This is an optimization exercise on Yosys and OpenROAD, whose aim is small area, a short achievable clock period and few clock cycles per item, not a production implementation.
No functional check of the RTL was part of any run shown here.

==> design/flow/config.mk <==
export PLATFORM = sky130hd
export DESIGN_NAME = pxit_cksum
export DESIGN_NICKNAME = pxit_cksum
export VERILOG_FILES = /design/flow/design.v
export SDC_FILE = /design/flow/constraint.sdc
export NUM_CORES = 4
export LEC_CHECK = 0
export CAP_MARGIN = 20
export CORE_MARGIN = 2
export CORE_UTILIZATION = 30
export PLACE_DENSITY = 0.5
export SLEW_MARGIN = 20
==> design/flow/constraint.sdc <==
create_clock -name core_clock -period 15.0 [get_ports {clk}]
set_input_delay 3.0000 -clock core_clock [delete_from_list [all_inputs] [get_ports {clk}]]
set_output_delay 3.0000 -clock core_clock [all_outputs]
set_load 0.01 [all_outputs]
==> design/flow/design.v <==
module pxit_cksum (
  input             clk,
  input             rst,           
  input             cfg_valid,
  output            cfg_ready,
  input      [31:0] cfg_seeds,
  input             in_valid,
  output            in_ready,
  input       [7:0] in_data,
  output reg        out_valid,
  output     [31:0] out_cksum,     
  output reg        out_ok,
  output     [31:0] poly
);
  localparam PKTSIZE = 337;
  localparam NDATA   = PKTSIZE - 4;    
  function automatic [7:0] xtime(input [7:0] a);
    xtime = {a[6:0], 1'b0} ^ (a[7] ? 8'h87 : 8'h00);
  endfunction
  reg        in_ready_r, cfg_ready_r;
  reg        configured, busy;
  reg  [1:0] step;
  reg  [8:0] cnt;            
  reg  [7:0] d_r;            
  reg        v_r;            
  reg        g_w0;           
  reg        g_d;            
  reg        g_f;            
  reg        g_rot;          
  reg        c_first, c_333, c_last;
  assign in_ready  = in_ready_r;
  assign cfg_ready = cfg_ready_r;
  wire take    = in_valid && in_ready_r;
  wire cfg_acc = cfg_valid && cfg_ready_r;
  wire cnt0    = (cnt == 9'd0);
  wire cntck   = (cnt >= NDATA);
  wire cntlast = (cnt == PKTSIZE - 1);
  wire busy_n       = cfg_acc || (busy && step != 2'd2);
  wire configured_n = !cfg_acc && (configured || (busy && step == 2'd2));
  always @(posedge clk) begin
    d_r <= in_data;
    if (rst) begin
      in_ready_r  <= 1'b0;
      cfg_ready_r <= 1'b1;
      configured  <= 1'b0;
      busy        <= 1'b0;
      step        <= 2'd0;
      cnt         <= 9'd0;
      v_r         <= 1'b0;
      g_w0        <= 1'b1;
      g_d         <= 1'b0;
      g_f         <= 1'b1;
      g_rot       <= 1'b0;
      c_first     <= 1'b0;
      c_333       <= 1'b0;
      c_last      <= 1'b0;
      out_valid   <= 1'b0;
    end else begin
      configured  <= configured_n;
      busy        <= busy_n;
      step        <= cfg_acc ? 2'd0 : step + {1'b0, busy};
      in_ready_r  <= configured_n && !busy_n;
      cfg_ready_r <= !busy_n && !take && cnt0;
      if (take)
        cnt <= cntlast ? 9'd0 : cnt + 9'd1;
      v_r         <= take;
      g_w0        <= !(take && (cnt0 || cntck));
      g_d         <= take && !cntck;
      g_f         <= !(take && cnt0);
      g_rot       <= take && cntck;
      c_first     <= take && cnt0;
      c_333       <= take && (cnt == NDATA);
      c_last      <= take && cntlast;
      out_valid   <= v_r && c_last;
    end
  end
  reg  [7:0] p0, p1, p2, p3;
  reg  [7:0] w0, w1, w2, w3;
  reg  [7:0] first;          
  reg        uniform;        
  reg        match;          
  assign poly      = {p3, p2, p1, p0};
  assign out_cksum = {w0, w1, w2, w3};
  wire [7:0] m = (w0 & {8{g_w0}}) ^ (d_r & {8{g_d}});
  wire [7:0] mx0 = m;
  wire [7:0] mx1 = xtime(mx0);
  wire [7:0] mx2 = xtime(mx1);
  wire [7:0] mx3 = xtime(mx2);
  wire [7:0] mx4 = xtime(mx3);
  wire [7:0] mx5 = xtime(mx4);
  wire [7:0] mx6 = xtime(mx5);
  wire [7:0] mx7 = xtime(mx6);
  function automatic [7:0] prod(input [7:0] c,
                                input [7:0] a0, input [7:0] a1, input [7:0] a2, input [7:0] a3,
                                input [7:0] a4, input [7:0] a5, input [7:0] a6, input [7:0] a7);
    prod = (a0 & {8{c[0]}}) ^ (a1 & {8{c[1]}}) ^ (a2 & {8{c[2]}}) ^ (a3 & {8{c[3]}}) ^
           (a4 & {8{c[4]}}) ^ (a5 & {8{c[5]}}) ^ (a6 & {8{c[6]}}) ^ (a7 & {8{c[7]}});
  endfunction
  wire [7:0] mp3 = prod(p3, mx0, mx1, mx2, mx3, mx4, mx5, mx6, mx7);
  wire [7:0] mp2 = prod(p2, mx0, mx1, mx2, mx3, mx4, mx5, mx6, mx7);
  wire [7:0] mp1 = prod(p1, mx0, mx1, mx2, mx3, mx4, mx5, mx6, mx7);
  wire [7:0] mp0 = prod(p0, mx0, mx1, mx2, mx3, mx4, mx5, mx6, mx7);
  wire       eq_w = (d_r == w0);
  wire       eq_f = (d_r == first);
  always @(posedge clk) begin
    if (cfg_acc) begin
      p3 <= 8'd0;
      p2 <= 8'd0;
      p1 <= 8'd1;
      p0 <= cfg_seeds[7:0];
    end else if (busy) begin
      p3 <= p2 ^ mp3;
      p2 <= p1 ^ mp2;
      p1 <= p0 ^ mp1;
      p0 <= mp0;
    end
    if (cfg_acc) begin
      w0 <= cfg_seeds[15:8];
      w1 <= cfg_seeds[23:16];
      w2 <= cfg_seeds[31:24];
    end else if (v_r || busy) begin
      w0 <= (w1 & {8{g_f}}) ^ mp3;
      w1 <= (w2 & {8{g_f}}) ^ mp2;
      w2 <= (w3 & {8{g_f}}) ^ mp1;
      w3 <= mp0 ^ (w0 & {8{g_rot}});
    end
    if (v_r && c_first)
      first <= d_r;
    if (v_r)
      uniform <= c_first || (uniform && eq_f);
    if (v_r && g_rot)
      match <= (c_333 || match) && eq_w;
    out_ok <= match && eq_w && !(uniform && eq_f);
  end
endmodule
==> design/flow/run.sh <==
#!/bin/bash
# synth_recipe.tcl (not shown) runs the flow's synth.tcl, then flattens the netlist and writes it again
# the make line also repeats each setting of config.mk as NAME=value (left out here)
make -C /OpenROAD-flow-scripts/flow DESIGN_CONFIG=/design/flow/config.mk WORK_HOME=/design/flow/orfs CLKGATE_MAP_FILE= SYNTH_SCRIPT=/design/flow/synth_recipe.tcl finish
==> reports/qor.yml, run 1 <==
yosys:
  synth_seq_cells: 107
  synth-edff-count: 50
  ys_seq_area_share_pct: 29.29
  synth_ff_type: "dfxtp_1"
  avgSynthCellArea_um2: 8.047
  syn_nets: 1169
  yosysWarnings: 1
  async_reset_ff_share_pct: 0
  ys_types: 70
  synthCells: 1121
  syn_area_um2: 9021
placement:
  dpl.cell_count: 1555
  portBuffers: 111
  dp.final_hpwl_um: 21880
  gp_congestion: 0.8055
die:
  num_io_pins: 112
  num_rows: 63
  start_util_pct: 30.44
  dieArea_um2: 31470
  coreArea_um2: 29640
  die_w_um: 177.4
  die_height_um: 177.4
routing:
  drtPass1Iterations: 7
  first_iter_violations: 524
  drc: 0
  wirelength_um: 30470
  via_per_inst: 4.964
  dr_total_vias: 7799
  wire_per_inst_um: 19.40
  ant_nets: 0
grt:
  grt_pass1_wl_um: 46160
  first_global_vias: 7433
  antenna_found_initial: 0
  grt-ovfl-total: 0
  grt_max_degree: 62
  grt_usage_pct: 19.55
sta:
  worstMarginPinSlew_ns: 1.088
  period_needed_ns: 5.015
  grt_setup_unrepaired: "false"
  drv_slew: 0
  finalHoldViolations: 0
  final-setup-viol-count: 0
  fin_crit_sh_pct: 33.44
  fin_skew_ns: 0.01506
  fin_setup_tns_ns: 0
  fmax_mhz: 199.4
  slew_headroom_pct: 27.29
run:
  cap_viol_max_count: 0
layout:
  fill_cells: 3105
  register_area_um2: 2643
  multi_input_area_um2: 6030
  finalNonFillerCells: 1571
  layout.nets: 1224
  synthToLayoutAreaGrowth_pct: 19.68
  drive_gt1_share_pct: 4.742
  antenna_cells: 0
clocking:
  ctsHoldBuffers: 0
  clock_latency_ns: 0.38
  cts_tree: "yes"
  post_cts_buffers: 0
  cts_buffers: 9
  cts_sinks: 107
  clock-root-buffer: "clkbuf_16"
  clk_pin_slew_ns: 0.08
  clk_path_buf_depth: 2
  htree_levels: 3
  ctsResizeCount: 0
outcome:
  status: "timing/DRC/antenna clean"
critical_path:
  r2r-start: "g_w0$_SDFF_PP1_"
  crit_path_start: "cfg_valid"
  cp_max_fo: 61
  reg2reg_setup_slack_ns: 10.41
  worstRegToRegCells: 10
  required_ns: 14.87
  worstSetupPathType: "in2reg"
  r2r-end: "w0[2]$_DFFE_PP_"
  critPathCaptureType: "register"
  crit_arrival_ns: 4.89
  start_kind: "input port"
  crit_path_end: "w1[3]$_DFFE_PP_"
worst_hold_path:
  min_path_type: "reg2reg"
[cell usage in the layout (no fill, tap or decap), drive strengths merged, types with 3 or more instances in the layout]
cell type	instances
o21a	3
inv	18
o22ai	5
a21oi	42
nand2	290
xnor3	16
a211oi	5
and2	6
a22o	5
nor3b	4
dfxtp	57
o21ai	42
clkbuf	9
o211ai	19
nor4	5
clkdlybuf4s50	111
buf	19
and3	5
clkinv	3
xor2	88
ha	4
xnor2	193
a22oi	5
nor3	16
mux2i	17
edfxtp	50
mux2	3
a221oi	3
nor2	77
a32oi	3
nand3	14
nor4b	3
nand4	4
[stage by stage]
step | area (um2) | hold WS (ns) | setup slack, ns | utilization [%]
final | 10800 | 0.4836 | 9.985 | 36.43
after global routing | 10800 | 0.4928 | 9.868 | 36.43
after CTS | 10800 | 0.4857 | 9.971 | 36.43
after detailed placement | 10470 | 0.4562 | 9.588 | 35.31
after global placement | 10470 | 0.4794 | 9.617 | 35.31
after floorplan | 9021 | 0.4029 | 10.67 | -
[how the worst min path moves through the flow]
stage,startpoint,endpoint,slack (ns),cells past startpoint
after global routing,c_last$_SDFF_PP0_,out_valid$_SDFF_PP0_,0.49,1
after CTS,c_last$_SDFF_PP0_,out_valid$_SDFF_PP0_,0.49,1
final,c_last$_SDFF_PP0_,out_valid$_SDFF_PP0_,0.48,1
after floorplan,d_r[6]$_DFF_P_,first[6]$_DFFE_PP_,0.40,0
after global placement,c_last$_SDFF_PP0_,out_valid$_SDFF_PP0_,0.48,1
after detailed placement,c_last$_SDFF_PP0_,out_valid$_SDFF_PP0_,0.46,1
[area by class of cell]
class                      count  share of cell area [%]
clock buffer                   9                   2.086
clock inverter                 7                  0.9735
inverter                      14                  0.4867
multi-input combinational    914                   55.85
sequential                   107                   24.48
tap                          390                   4.520
timing repair buffer         130                   11.61
[worst max-delay path, stage by stage]
cell and delay [ns]:
clkdlybuf4s50_1 0.43, nand2_2 0.07, buf_4 0.49, nand2_1 0.83
[synthesized netlist by cell type, drive strengths merged, types with 3 or more instances]
library cell	n	area share, %
and2	6	0.42
and3	5	0.35
dfxtp	57	13
a21oi	42	2.3
a22o	5	0.49
o21ai	42	2.3
o21a	3	0.25
xor2	88	8.8
inv	13	0.54
nor3	16	0.89
nor4	5	0.35
nor3b	4	0.33
xnor3	16	4.0
mux2i	17	1.9
nand2	290	12
o22ai	5	0.35
clkbuf	72	3.0
a32oi	3	0.29
a221oi	3	0.29
edfxtp	50	17
buf	14	0.78
a211oi	5	0.42
o211ai	19	1.6
a22oi	5	0.53
nand4	4	0.28
nor2	77	3.2
nor4b	3	0.29
nand3	14	0.78
xnor2	193	19
mux2	3	0.37
ha	4	0.55
[state kept, by name, indices dropped and copies added, names as in the netlist, 2 cells and up]
register and count:
p3 8, p2 8, first 8, w1 8, w2 8, d_r 8, w0 8, cnt 9
step 2, w3 8, p0 8, p1 8
[cells by family (layout without fill, tap and decap cells)]
logic type / after synthesis / count (layout) / synth area share, %
AND/OR/NAND/NOR: 436 / 436 / 20.01
multiplexers: 20 / 20 / 2.261
adder cells (fa/ha/maj): 4 / 4 / 0.5548
XOR/XNOR: 299 / 299 / 32.48
flip-flops: 107 / 107 / 29.29
buffers and inverters: 100 / 160 / 4.355
AO/OA/AOI/OAI: 155 / 155 / 11.04
[per-layer routing]
metal,vias to the layer above,share of wire (%),GRT usage [%]
met5,-,0,0
met4,0,2.7,6.284
met3,40,5.1,2.464
met2,218,47,31.40
met1,3739,45,27.15
li1,3802,-,-
==> run 2: changes to the inputs <==
--- a/design/flow/config.mk
+++ b/design/flow/config.mk
@@ -5,8 +5,8 @@
 export SDC_FILE = /design/flow/constraint.sdc
 export NUM_CORES = 4
 export LEC_CHECK = 0
-export CAP_MARGIN = 20
+export CAP_MARGIN = 80
 export CORE_MARGIN = 2
 export CORE_UTILIZATION = 30
 export PLACE_DENSITY = 0.5
-export SLEW_MARGIN = 20
+export SLEW_MARGIN = 80
==> reports/qor.yml, run 2 <==
sta:
  fin_skew_ns: 0.009482
  slew_headroom_pct: 79.73
  final-setup-viol-count: 0
  fin_setup_tns_ns: 0
  drv_slew: 0
  grt_setup_unrepaired: "false"
  worstMarginPinSlew_ns: 0.3018
  finalHoldViolations: 0
  period_needed_ns: 4.829
  fin_crit_sh_pct: 32.19
  fmax_mhz: 207.1
placement:
  dpl.cell_count: 1634
  dpl_cell_area_um2: 11840
  gp_congestion: 0.8055
  portBuffers: 111
  dp.final_hpwl_um: 23640
clocking:
  post_cts_buffers: 0
  clock-root-buffer: "clkbuf_16"
  ctsHoldBuffers: 0
  cts_sinks: 107
  clk_pin_slew_ns: 0.08
  ctsResizeCount: 0
  clock_latency_ns: 0.37
  htree_levels: 3
  cts_buffers: 9
  clk_path_buf_depth: 2
  cts_tree: "yes"
layout:
  largest_register_ffs: 9
  design_area_um2: 12350
  fill_cells: 2970
  synthToLayoutAreaGrowth_pct: 36.91
  drive_gt1_share_pct: 20.41
  antenna_cells: 0
  multi_input_area_um2: 6884
  final_common_cell: "nand2_1"
  register_area_um2: 2735
  layout.nets: 1307
  final_cell_mix: "nand2_1, xnor2_1, clkdlybuf4s50_1"
  largest-register: "cnt"
  finalNonFillerCells: 1654
yosys:
  synth_mux_area_share_pct: 2.261
  synth-edff-count: 50
  synth-adder-area-share_pct: 0.5548
  synthCells: 1121
  syn_area_um2: 9021
  yosysTopAreaCell: "xnor2_1"
  avgSynthCellArea_um2: 8.047
  synth_xor_xnor_area_share_pct: 32.48
  ys_top_cells_by_count: "nand2_1, xnor2_1, xor2_1"
  synth_seq_cells: 107
  synth_top_family_by_area: "XOR/XNOR gates"
  synth_ff_type: "dfxtp_1"
  netlist.area_leader.share_pct: 18.45
  syn_nets: 1169
  ys_seq_area_share_pct: 29.29
  synth.most_common_cell: "nand2_1"
  synthSimpleGateAreaFrac_pct: 20.01
  synth_compound_area_share_pct: 11.04
  synthTopCellsByArea: "xnor2_1, edfxtp_1, dfxtp_1, nand2_1, xor2_1"
  yosysWarnings: 1
  ys_types: 70
  async_reset_ff_share_pct: 0
grt:
  grt_pass1_wl_um: 46960
  grt_usage_pct: 19.86
  grt-ovfl-total: 0
  antenna_found_initial: 1
  first_global_vias: 7793
  grt_max_degree: 35
critical_path:
  critical_path.max_stage_delay_ns: 0.55
  r2r-start: "w0[4]$_DFFE_PP_"
  path_cells: "buf_2 -> clkdlybuf4s18_2 -> clkdlybuf4s50_1"
  worstRegToRegCells: 13
  reg2reg_setup_slack_ns: 10.68
  cp_max_fo: 5
  required_ns: 12.00
  r2r-end: "w0[2]$_DFFE_PP_"
  critPathCaptureType: "output port"
  start_kind: "register"
  crit_family: "buffers and inverters"
  path_buf_inv: 3
  cp_slowest_cell: "clkdlybuf4s50_1"
  worstSetupPathType: "reg2out"
  crit_arrival_ns: 1.83
routing:
  dr_total_vias: 8168
  via_per_inst: 4.938
  ant_nets: 0
  wirelength_um: 31190
  first_iter_violations: 625
  drtPass1Iterations: 5
  drc: 0
  wire_per_inst_um: 18.86
die:
  num_rows: 63
  die_height_um: 177.4
  dieArea_um2: 31470
  start_util_pct: 30.44
  die_w_um: 177.4
  coreArea_um2: 29640
  num_io_pins: 112
run:
  cap_viol_max_count: 0
worst_hold_path:
  min_path_type: "reg2reg"
  hold_start: "c_last$_SDFF_PP0_"
  whs_path_depth: 1
  whs_endpoint: "out_valid$_SDFF_PP0_"
outcome:
  status: "timing/DRC/antenna clean"
[run 2: changes by cell type in the layout (fill, tap and decap cells not counted), sizes merged]
cell	before	now
buf	19	79
clkbuf	9	10
clkdlybuf4s15	0	11
clkdlybuf4s18	0	11
clkinvlp	0	1
inv	18	17
[run 2: how the worst max path moves through the flow]
| stage | startpoint | to | slack, ns | depth (start not counted) |
|---|---|---|---|---|
| after detailed placement | cfg_valid | w1[0]$_DFFE_PP_ | 10.42 | 6 |
| after floorplan | cfg_valid | w0[0]$_DFFE_PP_ | 10.67 | 3 |
| after CTS | p0[7]$_DFFE_PP_ | poly[7] | 10.15 | 3 |
| after global placement | cfg_valid | w1[4]$_DFFE_PP_ | 9.62 | 4 |
| after global routing | p0[7]$_DFFE_PP_ | poly[7] | 10.10 | 3 |
| final | p0[7]$_DFFE_PP_ | poly[7] | 10.17 | 3 |
[run 2: cell families (layout without fill, tap and decap cells)]
kind of cell | count (synthesis) | count (layout)
AOI/OAI and AO/OA | 155 | 155
xor gates and xnor gates | 299 | 299
adders and majority gates | 4 | 4
buffers and inverters | 100 | 243
DFF | 107 | 107
muxes | 20 | 20
and+or+nand+nor | 436 | 436
[run 2: per-stage QoR]
stage | hold slack [ns] | setup WS (ns) | util, %
floorplan | 0.4029 | 10.67 | -
global placement | 0.4794 | 9.617 | 35.31
detailed placement | 0.4725 | 10.42 | 39.94
CTS | 0.5021 | 10.15 | 40.97
global route | 0.5127 | 10.10 | 41.67
finish | 0.5087 | 10.17 | 41.67
[run 2: final cells by class]
type,count,area share (%)
Clock buffer,9,1.824
Clock inverter,7,0.6484
Inverter,14,0.4559
Multi-Input combinational cell,914,55.74
Sequential cell,107,22.15
Tap cell,390,3.951
Timing Repair Buffer,213,15.24
[run 2: per-layer routing]
metal  GRT usage (%)  vias to the layer above  routed length, um
met3           2.635                       32               1676
met5               0                        -                 13
met4           5.567                        2                593
li1                -                     3960                  -
met2           32.90                      222              15010
met1           27.03                     3952              13890
==> run 3: changes to the inputs <==
==> design/flow/flow/run.sh (new file) <==
#!/bin/bash
# The standard layout, with the ports buffered by plain buffers instead of the
# delay buffers buffer_ports picks by default.
set -euo pipefail
export BUFFER_PORTS_ARGS="-buffer_cell sky130_fd_sc_hd__buf_2"
bash standard.sh finish > standard.log 2>&1
==> design/flow/standard.sh (new file) <==
#!/bin/bash
# synth_recipe.tcl (not shown) runs the flow's synth.tcl, then flattens the netlist and writes it again
# the make line also repeats each setting of config.mk as NAME=value (left out here)
make -C /OpenROAD-flow-scripts/flow DESIGN_CONFIG=/design/flow/config.mk WORK_HOME=/design/flow/orfs CLKGATE_MAP_FILE= SYNTH_SCRIPT=/design/flow/synth_recipe.tcl "${@:-finish}"
--- a/design/flow/config.mk
+++ b/design/flow/config.mk
@@ -5,8 +5,8 @@
 export SDC_FILE = /design/flow/constraint.sdc
 export NUM_CORES = 4
 export LEC_CHECK = 0
-export CAP_MARGIN = 80
+export CAP_MARGIN = 20
 export CORE_MARGIN = 2
 export CORE_UTILIZATION = 30
 export PLACE_DENSITY = 0.5
-export SLEW_MARGIN = 80
+export SLEW_MARGIN = 20
removed: design/flow/run.sh
==> reports/qor.yml, run 3 <==
outcome:
  status: "timing/DRC/antenna clean"
critical_path:
  crit_family: "flip-flops"
  crit_arrival_ns: 1.59
  start_kind: "register"
  critPathCaptureType: "output port"
  path_buf_inv: 1
  worstSetupPathType: "reg2out"
  cp_max_fo: 20
  path_cells: "buf_2"
  critical_path.max_stage_delay_ns: 0.94
  required_ns: 12.00
  cp_slowest_cell: "dfxtp_1"
layout:
  register_area_um2: 2643
  final_cell_mix: "nand2_1, xnor2_1, buf_2"
  antenna_cells: 0
  largest_register_ffs: 9
  utilization_pct: 34.45
  drive_gt1_share_pct: 14.20
  synthToLayoutAreaGrowth_pct: 13.18
  finalNonFillerCells: 1573
  multi_input_area_um2: 6018
  design_area_um2: 10210
  largest-register: "cnt"
  fill_cells: 3197
  layout.nets: 1226
  final_common_cell: "nand2_1"
die:
  num_io_pins: 112
  num_rows: 63
  die_height_um: 177.4
  dieArea_um2: 31470
  coreArea_um2: 29640
  start_util_pct: 30.44
  die_w_um: 177.4
sta:
  final-setup-viol-count: 0
  finalHoldViolations: 0
  fin_setup_tns_ns: 0
  fmax_mhz: 218.1
  fin_crit_sh_pct: 30.57
  worstMarginPinSlew_ns: 0.9677
  whs_ns: 0.4903
  period_needed_ns: 4.585
  drv_slew: 0
  slew_headroom_pct: 35.02
  grt_setup_unrepaired: "false"
  fin_skew_ns: 0.02164
  setup_ws_ns: 10.41
yosys:
  synth.most_common_cell: "nand2_1"
  synthCells: 1121
  synth-edff-count: 50
  ys_types: 70
  yosysWarnings: 1
  ys_seq_area_share_pct: 29.29
  yosysTopAreaCell: "xnor2_1"
  ys_top_cells_by_count: "nand2_1, xnor2_1, xor2_1"
  async_reset_ff_share_pct: 0
  synth_ff_type: "dfxtp_1"
  syn_area_um2: 9021
  avgSynthCellArea_um2: 8.047
  synthTopCellsByArea: "xnor2_1, edfxtp_1, dfxtp_1, nand2_1, xor2_1"
  syn_nets: 1169
  netlist.area_leader.share_pct: 18.45
  synth_seq_cells: 107
clocking:
  htree_levels: 3
  clock_latency_ns: 0.37
  cts_sinks: 107
  ctsHoldBuffers: 0
  ctsResizeCount: 0
  clk_path_buf_depth: 2
  cts_buffers: 9
  clk_pin_slew_ns: 0.09
  post_cts_buffers: 0
  clock-root-buffer: "clkbuf_16"
  cts_tree: "yes"
routing:
  wirelength_um: 30410
  first_iter_violations: 626
  dr_total_vias: 7848
  via_per_inst: 4.989
  wire_per_inst_um: 19.33
  drtPass1Iterations: 5
  ant_nets: 0
  drc: 0
grt:
  grt_usage_pct: 19.63
  grt-ovfl-total: 0
  antenna_found_initial: 0
  grt_pass1_wl_um: 46490
  grt_max_degree: 62
  first_global_vias: 7433
placement:
  dpl.cell_count: 1556
  dp.final_hpwl_um: 21940
  dpl_cell_area_um2: 9907
  place_ws_ns: 9.947
  portBuffers: 111
  gp_congestion: 0.8341
run:
  cap_viol_max_count: 0
worst_hold_path:
  min_path_type: "reg2reg"
==> run 3: cell counts after synthesis <==
No cell type changed its count.
==> run 3: layout make-up <==
type	count	share of cell area, %
Clock buffer	9	2.206
Sequential cell	107	25.88
Inverter	14	0.5147
Timing Repair Buffer	132	7.059
Tap cell	390	4.779
Clock inverter	7	0.6127
Multi-Input combinational cell	914	58.95
==> run 3: path summary, 6_finish.rpt <==
check	from	endpoint	depth (start not counted)	slack [ns]
min	c_last$_SDFF_PP0_	out_valid$_SDFF_PP0_	1	0.49
min reg2reg	c_last$_SDFF_PP0_	out_valid$_SDFF_PP0_	1	0.49
max	p1[4]$_SDFFE_PP0P_	poly[12]	1	10.41
max reg2reg	g_w0$_SDFF_PP1_	p0[7]$_DFFE_PP_	10	10.60
==> run 3: logic make-up (layout without fill, tap and decap cells) <==
kind of cell    Yosys count  after routing  synth area share [%]
fa+ha+maj                 4              4                0.5548
xor+xnor                299            299                 32.48
buf+inv                 100            162                 4.355
simple gates            436            436                 20.01
compound gates          155            155                 11.04
flops                   107            107                 29.29
mux                      20             20                 2.261
==> run 3: layer usage <==
layer | global-route usage (%) | part of all wire [%] | vias up
met4 | 7.070 | 3.2 | 0
met3 | 2.935 | 5.1 | 39
met1 | 27.87 | 47 | 3795
met5 | 0 | 0 | -
met2 | 30.07 | 45 | 224
li1 | - | - | 3790
==> run 4: changes to the inputs <==
==> design/flow/flow/run.sh (replaced) <==
#!/bin/bash
# The standard layout, with the ports buffered by plain buffers instead of the
# delay buffers buffer_ports picks by default, and timing repair asked for
# extra setup margin.
set -euo pipefail
export BUFFER_PORTS_ARGS="-buffer_cell sky130_fd_sc_hd__buf_2"
export SETUP_SLACK_MARGIN=11.3
bash standard.sh finish > standard.log 2>&1
==> reports/qor.yml, run 4 <==
clocking:
  clock_latency_ns: 0.38
  ctsHoldBuffers: 0
  cts_sinks: 107
  htree_levels: 3
  cts_buffers: 9
  clk_pin_slew_ns: 0.08
  clk_path_buf_depth: 2
  clock-root-buffer: "clkbuf_16"
  cts_tree: "yes"
yosys:
  syn_nets: 1169
  syn_area_um2: 9021
  ys_types: 70
  synth_ff_type: "dfxtp_1"
  yosysWarnings: 1
  ys_top_cells_by_count: "nand2_1, xnor2_1, xor2_1"
  avgSynthCellArea_um2: 8.047
  synth-edff-count: 50
  ys_seq_area_share_pct: 29.29
  async_reset_ff_share_pct: 0
  synth_seq_cells: 107
  synthCells: 1121
  netlist.area_leader.share_pct: 18.45
  synth.most_common_cell: "nand2_1"
  yosysTopAreaCell: "xnor2_1"
  synthTopCellsByArea: "xnor2_1, edfxtp_1, dfxtp_1, nand2_1, xor2_1"
critical_path:
  crit_arrival_ns: 1.04
  reg2reg_setup_slack_ns: 11.46
  crit_family: "flip-flops"
  critical_path.max_stage_delay_ns: 0.48
  worstSetupPathType: "reg2out"
  path_buf_inv: 1
  start_kind: "register"
  cp_slowest_cell: "edfxtp_1"
  required_ns: 12.00
  critPathCaptureType: "output port"
  cp_max_fo: 2
  path_cells: "buf_2"
sta:
  final-setup-viol-count: 0
  whs_ns: 0.4953
  period_needed_ns: 4.041
  fmax_mhz: 247.4
  fin_crit_sh_pct: 26.94
  drv_slew: 0
  slew_headroom_pct: 34.20
  finalHoldViolations: 0
  fin_skew_ns: 0.009421
  setup_ws_ns: 10.96
  grt_setup_unrepaired: "true"
  worstMarginPinSlew_ns: 0.9856
  fin_setup_tns_ns: 0
layout:
  final_common_cell: "nand2_1"
  antenna_cells: 0
  drive_gt1_share_pct: 23.39
  synthToLayoutAreaGrowth_pct: 26.37
  largest-register: "cnt"
  fill_cells: 3085
  utilization_pct: 38.46
  design_area_um2: 11400
  finalNonFillerCells: 1651
  final_cell_mix: "nand2_1, xnor2_1, buf_4"
  layout.nets: 1304
  largest_register_ffs: 9
routing:
  wire_per_inst_um: 19.78
  drc: 0
  ant_nets: 0
  drtPass1Iterations: 5
  first_iter_violations: 715
  dr_total_vias: 8246
  via_per_inst: 4.995
  wirelength_um: 32660
placement:
  dpl.cell_count: 1555
  gp_congestion: 0.8447
  portBuffers: 111
  place_ws_ns: 10.54
  dp.final_hpwl_um: 22020
  dpl_cell_area_um2: 9973
die:
  num_io_pins: 112
  start_util_pct: 30.44
  die_height_um: 177.4
  coreArea_um2: 29640
  dieArea_um2: 31470
  die_w_um: 177.4
  num_rows: 63
worst_hold_path:
  min_path_type: "reg2reg"
grt:
  antenna_found_initial: 0
  grt_usage_pct: 20.88
  first_global_vias: 7612
  grt_max_degree: 35
  grt-ovfl-total: 0
  grt_pass1_wl_um: 48600
outcome:
  status: "timing/DRC/antenna clean"
run:
  cap_viol_max_count: 0
## run 4: changes by cell type in the layout (fill, tap and decap cells not counted), moves of 4 or more
| cell | previous run | this run |
|---|---|---|
| dfxtp_2 | 0 | 6 |
| buf_4 | 20 | 90 |
| nand2_1 | 288 | 283 |
| dfxtp_1 | 57 | 27 |
| xnor2_1 | 189 | 185 |
| dfxtp_4 | 0 | 24 |
| buf_2 | 111 | 80 |
| buf_6 | 0 | 32 |
## run 4: cells by family after synthesis
kind of cell | count (synthesis) | synth area share (%)
and+or+nand+nor | 436 | 20.01
xor gates and xnor gates | 299 | 32.48
AOI/OAI and AO/OA | 155 | 11.04
DFF | 107 | 29.29
buffers and inverters | 100 | 4.355
muxes | 20 | 2.261
adders and majority gates | 4 | 0.5548
## run 4: area by class of cell
cell class	instances	area [um2]	share of cell area (%)
inverter	14	55.05	0.4829
timing repair buffer	210	1624	14.25
tap	390	488.0	4.281
sequential	107	2740	24.04
multi-input combinational	914	6187	54.27
clock buffer	9	225.2	1.976
clock inverter	7	80.08	0.7024
## run 4: worst paths after layout
kind | startpoint | endpoint | depth (start not counted)
worst max-delay path | w3[7]$_DFFE_PP_ | out_cksum[7] | 1
worst max register to register | w0[4]$_DFFE_PP_ | w0[2]$_DFFE_PP_ | 11
worst min-delay path | c_last$_SDFF_PP0_ | out_valid$_SDFF_PP0_ | 1
worst min register to register | c_last$_SDFF_PP0_ | out_valid$_SDFF_PP0_ | 1
## run 4: routing by layer
| metal | vias to the layer above | global-route usage [%] | wire length, um |
|---|---|---|---|
| met5 | - | 0 | 0 |
| met4 | 0 | 5.328 | 603 |
| met3 | 27 | 3.128 | 1889 |
| met2 | 275 | 33.38 | 15280 |
| met1 | 3983 | 29.35 | 14890 |
| li1 | 3961 | - | - |
## run 4: repair_timing
action / 4_1_cts / 5_1_grt
endpoints found under the setup margin: 154 / 88
pin swaps: 2 / 3
resized for setup: 106 / 14
cloned: 3 / 0
buffers inserted: 61 / 16

[what the ideal ports hide]
The flow's constraints put no driver on any port. The routed layouts listed below were extracted and timed again, unchanged, in two steps.
Step 1 assumes that a clkbuf_16 drives the clock port and a buf_2 every other input.
Step 2 moves the port delays by t, midway between the first and last clock arrival at a register: inputs arrive t later, outputs are due t later. That takes back most of the time a late clock gives input paths.
Three values: ideal, step 1, step 2; two values: the first two.
run | shift t [ns] | setup WS [ns] | worst slew at a driven data input, ns
run 1 | 0.424 | 9.985 / 10.003 / 9.591 | 0.06
run 2 | 0.419 | 10.171 / 10.120 / 10.402 | 0.05
run 3 | 0.414 | 10.415 / 10.364 / 10.313 | 0.07
run 4 | 0.428 | 10.959 / 10.905 / 10.944 | 0.06
After both steps setup and hold are still met in every run listed. For run 1, which loses most, drivers alone change the setup slack by +0.018 ns; drivers and shift together by -0.394 ns.
